What follows belongs to an exercise in optimizing a design on an open flow for small area, a short achievable clock period and few clock cycles per item; a production flow would make more cautious choices.
At most, simulation tests tie the RTL to the original design; equivalence was not proved.

==> v5: inputs <==
==> flow/design.v (excerpt) <==
module emu10k_exec (
    input             clk,
    input             rst,
    input             in_valid,
    output            in_ready,
    input      [7:0]  in_op,
    input             in_a_acc,
    input      [31:0] in_a,
    input      [31:0] in_x,
    input      [31:0] in_y,
    output reg        out_valid,
    output reg        out_wr,
    output reg [31:0] out_r,
    output     [67:0] out_acc
);
export LEC_CHECK = 0
export CAP_MARGIN = 20
export CORE_MARGIN = 2
export CORE_UTILIZATION = 50
export PLACE_DENSITY = 0.7
export SLEW_MARGIN = 20
export TNS_END_PERCENT = 0
create_clock -name core_clock -period 44.0 [get_ports {clk}]
standard.sh (not shown) runs the stock make flow with config.mk's settings and CLKGATE_MAP_FILE= SYNTH_SCRIPT=/design/flow/synth_recipe.tcl, a recipe that flattens the netlist after the stock synthesis.
==> flow/flow/run.sh <==
#!/bin/bash
set -euo pipefail
MARGIN=$(cat flow/margin.txt)
bash standard.sh SETUP_SLACK_MARGIN="$MARGIN" finish > flow_make.log 2>&1
==> flow/flow/margin.txt <==
34
==> v18: changes against v5 <==
--- a/flow/design.v
+++ b/flow/design.v
@@ -1347,13 +1347,13 @@
             pA   <= c_ia;
         end else begin
             busy <= 1'b0;
             pA   <= 1'b0;
             pB   <= pA;
         end
-        ir_a <= pA ? dh : in_a;
+        ir_a <= in_a;
         if (!busy) begin
             ir_aacc  <= in_a_acc;
             ir_x     <= in_x;
             ir_y     <= in_y;
             c_wrap   <= i_d[0] | i_d[1];
             c_mintw  <= i_d[5];
@@ -1375,31 +1375,27 @@
             c_accwr  <= !i_un && (i_o <= 4'h8 || i_o == 4'hE);
         end
     end
     wire        c_cmp = c_tneg | c_limit | c_limitl;
     wire        c_sela = ~c_selx & ~c_selacc;
     wire        d_sub = ~c_acc3;
-    wire [31:0] d_b   = ({32{c_selx}}   & ir_x) |
-                        ({32{c_selacc}} & acc[31:0]) |
-                        ({32{c_sela}}   & ir_a);
-    wire [32:0] d_opa = {33{~c_tneg & ~c_log & ~c_exp}} & {ir_y[31] & ~c_ia, ir_y};
-    wire [32:0] d_opb = {d_b[31] & ~c_ia, d_b};
-    wire [33:0] d_sum = {d_opa, 1'b1} + {d_opb ^ {33{d_sub}}, d_sub};
-    wire [32:0] d     = d_sum[33:1];
-    wire [32:0] dh_w  = {{32{ir_y[31]}}, 1'b0} - {acc[63:32], d[32]};
-    wire [31:0] dh    = dh_w[32:1];
-    wire [31:0] le_a = d_b;
+    wire [63:0] d_opa = {64{~c_tneg & ~c_log & ~c_exp}} & {{32{ir_y[31]}}, ir_y};
+    wire [63:0] d_opb = ({64{c_selx}}   & {{32{ir_x[31]}}, ir_x}) |
+                        ({64{c_selacc}} & acc[63:0]) |
+                        ({64{c_sela}}   & {{32{ir_a[31]}}, ir_a});
+    wire [63:0] d     = d_opa + (d_opb ^ {64{d_sub}}) + {63'd0, d_sub};
+    wire [31:0] le_a = d_opb[31:0];
     wire [30:0] le_mag;
     wire        le_neg;
     emu10k_logexp u_le (.a(le_a), .a_neg(d[31:0]), .e_max(ir_x[4:0]), .mode(ir_y[1:0]),
                         .is_exp(c_exp), .mag(le_mag), .s_out(le_neg));
     wire [31:0] mx = (c_acc3 | c_cmp) ? 32'h8000_0000 : ir_x;
     reg  [32:0] mm;
     always @* begin
-        if (pA)                          mm = {1'b0, d[31:0]};
-        else if (pB)                     mm = {ir_a[31], ir_a};
+        if (pA)                          mm = {d[63], d[63:32]};
+        else if (pB)                     mm = {1'b0, d[31:0]};
         else if (c_acc3 | c_interp)      mm = d[32:0];
         else                             mm = {ir_y[31], ir_y};
     end
     wire [63:0] p;
     emu10k_mul u_mul (.x(mx), .m(mm), .flip(c_macsn | c_acc3), .p(p));
     reg        pr_v, pr_aacc;
@@ -1411,15 +1407,15 @@
         pr_v      <= ir_v & ~pW & ~rst;
         pr_aacc   <= ir_aacc;
         pr_p      <= p;
         pr_a      <= ir_a;
         pr_rge    <= (c_log | c_exp) ? {le_neg, le_mag} : c_limitl ? ir_y : ir_x;
         pr_rlt    <= c_tneg ? d[31:0] : c_limitl ? ir_x : ir_y;
-        pr_wrap   <= c_wrap;
+        pr_wrap   <= c_wrap | pA;
         pr_mintw  <= c_mintw;
-        pr_int    <= c_mint | c_macmv | pA | pB;
+        pr_int    <= c_mint | c_macmv | pA;
         pr_macmv  <= c_macmv;
         pr_andxor <= c_andxor;
         pr_cmp    <= c_cmp;
         pr_logexp <= c_log | c_exp;
         pr_wr     <= c_wr;
         pr_accwr  <= c_accwr;
@@ -1429,20 +1425,19 @@
     wire [63:0] la  = pr_aacc ? acc[63:0] : {{32{pr_a[31]}}, pr_a};
     wire [31:0] a32 = la[31:0];
     reg  [67:0] base;
     always @* begin
         if (pr_macmv)       base = acc;
         else if (pr_pA)     base = 68'd0;
-        else if (pr_pB)     base = {{36{out_r[31]}}, out_r};
+        else if (pr_pB)     base = {35'd0, out_r, 1'b0};
         else                base = {{4{la[63]}}, la};
     end
     wire [67:0] addend = pr_int ? {{4{pr_p[63]}}, pr_p} : {{35{pr_p[63]}}, pr_p[63:31]};
     wire [68:0] s      = {base[67], base} + {addend[67], addend};
     wire [67:0] v_main = {s[68] & |s[66:0], s[66:0]};      
-    reg         u31;
-    wire [67:0] v_fin  = {{4{acc[63]}}, acc[63:0]} + {{35{s[31]}}, s[31:0], u31};
+    wire [67:0] v_fin  = {{4{acc[63]}}, acc[63:0]} + {{35{s[32]}}, s[32:0]};
     wire [67:0] v      = pr_pB ? v_fin : v_main;
     wire        sat_hi = !v[67] && (|v[66:31]);
     wire        sat_lo =  v[67] && !(&v[66:31]);
     wire [31:0] lowsat = sat_hi ? 32'h7FFF_FFFF : sat_lo ? 32'h8000_0000 : v[31:0];
     wire        ge     = !v[67];       
     wire [31:0] andxor = (a32 & pr_rge) ^ pr_rlt;
@@ -1452,19 +1447,17 @@
         r = lowsat;
         if (pr_wrap)              r = v[31:0];
         if (pr_mintw)             r = {1'b0, v[30:0]};
         if (pr_macmv)             r = a32;
         if (pr_andxor)            r = andxor;
         if (pr_cmp)               r = ge ? pr_rge : pr_rlt;
-        if (pr_pA)                r = v[63:32];
         if (pr_logexp)            r = le_r;
     end
     wire fin = pr_v & ~pr_pA;
     always @(posedge clk) begin
         out_r  <= r;
-        u31    <= v[31];
         out_wr <= pr_wr;
         if (rst) begin
             out_valid <= 1'b0;
             acc       <= 68'd0;
         end else begin
             out_valid <= fin;
Settings changed: TNS_END_PERCENT 0 to default.
==> v30: changes against v5 <==
--- a/flow/design.v
+++ b/flow/design.v
@@ -1294,12 +1294,38 @@
     wire [35:0] letop = {le, 31'd0} >> wd;
     wire [30:0] lmag  = (sorev & lowm) | letop[30:0];
     wire [30:0] emag  = esat ? 31'h7FFF_FFFF : so;
     assign mag   = is_exp ? emag : lmag;
     assign s_out = (a[31] & ~mode[0]) ^ mode[1];
 endmodule
+module emu10k_add #(parameter N = 64, parameter L = 6) (    
+    input  [N-1:0] a,
+    input  [N-1:0] b,
+    input          ci,
+    output [N-1:0] s
+);
+    wire [N-1:0] p0 = a ^ b;
+    reg  [N-1:0] g, p;
+    integer l, i;
+    always @* begin
+        g = a & b;
+        g[0] = g[0] | (p0[0] & ci);
+        p = p0;
+        for (l = 0; l < L; l = l + 1)
+            for (i = (2 << l) - 1; i < N; i = i + (2 << l)) begin
+                g[i] = g[i] | (p[i] & g[i - (1 << l)]);
+                p[i] = p[i] & p[i - (1 << l)];
+            end
+        for (l = L - 2; l >= 0; l = l - 1)
+            for (i = 3 * (1 << l) - 1; i < N; i = i + (2 << l)) begin
+                g[i] = g[i] | (p[i] & g[i - (1 << l)]);
+                p[i] = p[i] & p[i - (1 << l)];
+            end
+    end
+    assign s = p0 ^ {g[N-2:0], ci};
+endmodule
 module emu10k_exec (
     input             clk,
     input             rst,
     input             in_valid,
     output            in_ready,
     input      [7:0]  in_op,
@@ -1321,37 +1347,40 @@
     reg        ir_v, ir_aacc;
     reg [31:0] ir_a, ir_x, ir_y;
     reg        c_wrap, c_mintw, c_mint, c_macsn, c_acc3, c_macmv, c_andxor,
                c_tneg, c_limit, c_limitl, c_log, c_exp, c_interp, c_wr, c_accwr;
     reg        c_ia, c_selx, c_selacc;
     reg        busy;             
-    reg        pW, pA, pB;       
+    reg        pW, pA, pB, pC;   
     assign in_ready = ~busy;
     wire i_wait = ir_v && c_accwr &&
                   (i_ia || (in_valid && in_a_acc && (i_d[12] || i_d[13])));
     always @(posedge clk) begin
         if (rst) begin
             ir_v <= 1'b0;
             busy <= 1'b0;
             pW   <= 1'b0;
             pA   <= 1'b0;
             pB   <= 1'b0;
+            pC   <= 1'b0;
         end else if (!busy) begin
             ir_v <= in_valid;
             busy <= i_ia | i_wait;
             pW   <= i_wait;
             pA   <= i_ia & ~i_wait;
             pB   <= 1'b0;
+            pC   <= 1'b0;
         end else if (pW) begin
             busy <= c_ia;
             pW   <= 1'b0;
             pA   <= c_ia;
         end else begin
-            busy <= 1'b0;
+            busy <= pA;
             pA   <= 1'b0;
             pB   <= pA;
+            pC   <= pB;
         end
         ir_a <= pA ? dh : in_a;
         if (!busy) begin
             ir_aacc  <= in_a_acc;
             ir_x     <= in_x;
             ir_y     <= in_y;
@@ -1382,13 +1411,15 @@
                         ({32{c_selacc}} & acc[31:0]) |
                         ({32{c_sela}}   & ir_a);
     wire [32:0] d_opa = {33{~c_tneg & ~c_log & ~c_exp}} & {ir_y[31] & ~c_ia, ir_y};
     wire [32:0] d_opb = {d_b[31] & ~c_ia, d_b};
     wire [33:0] d_sum = {d_opa, 1'b1} + {d_opb ^ {33{d_sub}}, d_sub};
     wire [32:0] d     = d_sum[33:1];
-    wire [32:0] dh_w  = {{32{ir_y[31]}}, 1'b0} - {acc[63:32], d[32]};
+    wire [32:0] dh_w;                
+    emu10k_add #(.N(33), .L(6)) u_dh (.a({{32{ir_y[31]}}, 1'b0}), .b(~{acc[63:32], d[32]}),
+                           .ci(1'b1), .s(dh_w));
     wire [31:0] dh    = dh_w[32:1];
     wire [31:0] le_a = d_b;
     wire [30:0] le_mag;
     wire        le_neg;
     emu10k_logexp u_le (.a(le_a), .a_neg(d[31:0]), .e_max(ir_x[4:0]), .mode(ir_y[1:0]),
                         .is_exp(c_exp), .mag(le_mag), .s_out(le_neg));
@@ -1403,68 +1434,71 @@
     wire [63:0] p;
     emu10k_mul u_mul (.x(mx), .m(mm), .flip(c_macsn | c_acc3), .p(p));
     reg        pr_v, pr_aacc;
     reg [63:0] pr_p;
     reg [31:0] pr_a, pr_rge, pr_rlt;
     reg        pr_wrap, pr_mintw, pr_int, pr_macmv, pr_andxor, pr_cmp, pr_logexp,
-               pr_wr, pr_accwr, pr_pA, pr_pB;
+               pr_wr, pr_accwr, pr_pA, pr_pB, pr_pC;
     always @(posedge clk) begin
         pr_v      <= ir_v & ~pW & ~rst;
         pr_aacc   <= ir_aacc;
         pr_p      <= p;
         pr_a      <= ir_a;
-        pr_rge    <= (c_log | c_exp) ? {le_neg, le_mag} : c_limitl ? ir_y : ir_x;
-        pr_rlt    <= c_tneg ? d[31:0] : c_limitl ? ir_x : ir_y;
+        pr_rge    <= (c_log | c_exp) ? {le_neg, le_mag} : c_limitl ? ir_y :
+                     c_macmv ? 32'hFFFF_FFFF : ir_x;
+        pr_rlt    <= c_tneg ? d[31:0] : c_limitl ? ir_x : c_macmv ? 32'd0 : ir_y;
         pr_wrap   <= c_wrap;
         pr_mintw  <= c_mintw;
-        pr_int    <= c_mint | c_macmv | pA | pB;
+        pr_int    <= c_mint | c_macmv | pA | pB | pC;
         pr_macmv  <= c_macmv;
         pr_andxor <= c_andxor;
         pr_cmp    <= c_cmp;
         pr_logexp <= c_log | c_exp;
         pr_wr     <= c_wr;
         pr_accwr  <= c_accwr;
         pr_pA     <= pA;
         pr_pB     <= pB;
+        pr_pC     <= pC;
     end
     wire [63:0] la  = pr_aacc ? acc[63:0] : {{32{pr_a[31]}}, pr_a};
     wire [31:0] a32 = la[31:0];
     reg  [67:0] base;
     always @* begin
         if (pr_macmv)       base = acc;
-        else if (pr_pA)     base = 68'd0;
+        else if (pr_pA | pr_logexp) base = 68'd0;
         else if (pr_pB)     base = {{36{out_r[31]}}, out_r};
         else                base = {{4{la[63]}}, la};
     end
-    wire [67:0] addend = pr_int ? {{4{pr_p[63]}}, pr_p} : {{35{pr_p[63]}}, pr_p[63:31]};
-    wire [68:0] s      = {base[67], base} + {addend[67], addend};
-    wire [67:0] v_main = {s[68] & |s[66:0], s[66:0]};      
     reg         u31;
-    wire [67:0] v_fin  = {{4{acc[63]}}, acc[63:0]} + {{35{s[31]}}, s[31:0], u31};
-    wire [67:0] v      = pr_pB ? v_fin : v_main;
+    wire        le_s   = pr_logexp & pr_rge[31];
+    wire [67:0] addend = pr_pC  ? {{35{out_r[31]}}, out_r, u31} :
+                         pr_logexp ? {37'd0, pr_rge[30:0]} ^ {68{pr_rge[31]}} :
+                         pr_int ? {{4{pr_p[63]}}, pr_p} : {{35{pr_p[63]}}, pr_p[63:31]};
+    wire [68:0] s;
+    emu10k_add #(.N(69), .L(7)) u_acc (.a({base[67], base}), .b({addend[67], addend}), .ci(le_s), .s(s));
+    wire [67:0] v_main = {s[68] & |s[66:0], s[66:0]};      
+    wire [67:0] v      = v_main;
     wire        sat_hi = !v[67] && (|v[66:31]);
     wire        sat_lo =  v[67] && !(&v[66:31]);
     wire [31:0] lowsat = sat_hi ? 32'h7FFF_FFFF : sat_lo ? 32'h8000_0000 : v[31:0];
     wire        ge     = !v[67];       
     wire [31:0] andxor = (a32 & pr_rge) ^ pr_rlt;
-    wire [31:0] le_r = pr_rge[31] ? -{1'b0, pr_rge[30:0]} : {1'b0, pr_rge[30:0]};
     reg [31:0] r;
     always @* begin
         r = lowsat;
-        if (pr_wrap)              r = v[31:0];
+        if (pr_wrap | pr_logexp)  r = v[31:0];
         if (pr_mintw)             r = {1'b0, v[30:0]};
-        if (pr_macmv)             r = a32;
-        if (pr_andxor)            r = andxor;
+        if (pr_andxor | pr_macmv) r = andxor;
         if (pr_cmp)               r = ge ? pr_rge : pr_rlt;
         if (pr_pA)                r = v[63:32];
-        if (pr_logexp)            r = le_r;
+        if (pr_pB)                r = v[31:0];
     end
-    wire fin = pr_v & ~pr_pA;
+    wire fin = pr_v & ~pr_pA & ~pr_pB;
     always @(posedge clk) begin
         out_r  <= r;
-        u31    <= v[31];
+        if (pr_pA) u31 <= v[31];
         out_wr <= pr_wr;
         if (rst) begin
             out_valid <= 1'b0;
             acc       <= 68'd0;
         end else begin
             out_valid <= fin;
==> flow/flow/run.sh (replaced) <==
#!/bin/bash
# The standard layout (standard synthesis, unchanged), with two ORFS
# settings of its own:
#  - every port still gets its buffer (buffer_ports), but a plain buf_1 that
#    the resizer upsizes where timing needs it, instead of a delay cell.
# The SDC and every other setting are the standard flow's. make's full output goes to
# flow_make.log here; ORFS keeps each tool's own log under orfs/logs/.
set -euo pipefail
MARGIN=$(cat flow/margin.txt)
bash standard.sh SETUP_SLACK_MARGIN="$MARGIN" \
    "BUFFER_PORTS_ARGS=-buffer_cell sky130_fd_sc_hd__buf_1" finish > flow_make.log 2>&1
Settings changed: ABC_AREA from default to 1, CTS_CLUSTER_DIAMETER from default to 80, CTS_CLUSTER_SIZE from default to 30.
==> summary.txt <==
status finished clean; Worst-path clk slew ~120 ps; multi-input logic area 0.0404 mm²; worst r2r path cells 46; Critical Path End Type output pin; flops & latches, synth a little under 400; portion of the layout cell area used by clock cells 1.94%; Core Region around 0.11 mm²; post-route cell area 0.0588 mm²; Starting Density 50.5%; flop2flop setup slack approximately 34000 ps; most common cell after layout, fill and taps aside sky130_fd_sc_hd__nand2_1; Post-Synthesis Net Count between 8000 and 9000; total length of routed met2 wires 102 mm; number of filler instances in the final layout 10800; number of diodes added for antenna fixing 6; worst-case hold slack about 360 ps; Layout Skew between 40 and 50 ps; Yosys top cell area share 17.9%
The numbers above come from v30.

==> summary.txt <==
status finished clean; flops & latches, synth 396; worst-case hold slack 326 ps; multi-input logic area 0.0513 mm²; flop2flop setup slack 33710 ps; Core Region 0.124 mm²; Yosys top cell area share 14.2%; number of diodes added for antenna fixing 17; worst r2r path cells 43; portion of the layout cell area used by clock cells 2.25%; Worst-path clk slew 70 ps
The numbers above come from v5.

==> summary.txt <==
status finished clean; number of antenna violations at the first check in global routing 32; Critical Path End Type register; most common cell after layout, fill and taps aside sky130_fd_sc_hd__nand2_1; worst-case hold slack 338 ps; Starting Density about 50%; Yosys top cell area share 14.2%; # setup viols final 0; Post-Synthesis Net Count a little under 9000; Hold-fix buffers, CTS 0; post-route cell area 0.0762 mm²; Core Region 0.125 mm²; total length of routed met2 wires 129 mm; number of filler instances in the final layout 11100; number of diodes added for antenna fixing 18
The numbers above come from v18.

Testbench counts of v5, summed over its fixed seeds: cycles 17,115, items 16,000.
Testbench counts of v30, summed over its fixed seeds: cycles 17,507, items 16,000.
Only the layout flow was run in v18; the RTL was not checked for function there.

[port drivers added, routing unchanged]
The results above use ideal ports. As a check the final layouts listed here were re-extracted and re-timed, cells and wires unchanged. Step 1 (the two cells are an assumption about what drives the block):
set clk [get_ports {clk}]
set_driving_cell -lib_cell sky130_fd_sc_hd__clkbuf_16 $clk
set_driving_cell -lib_cell sky130_fd_sc_hd__buf_2 [delete_from_list [all_inputs] $clk]
Step 2, shift: input delay + t, output delay - t, t = (earliest + latest rising clock arrival at the registers) / 2. This alone moves slack from input paths to output paths. a / b / c = no drivers / after step 1 / after step 2; a / b = the first two.
run	t, ns	slack for setup (ns)	pins driven straight from the clock port
v5	0.742	33.565 / 33.490 / 32.965	1
v18	0.742	32.982 / 32.982 / 32.982	1
v30	0.741	33.711 / 33.633 / 33.291	1
After both steps every run listed still meets setup and hold. The setup slack of v5, which loses most, moves by -0.075 ns with the drivers and by -0.600 ns with both steps.
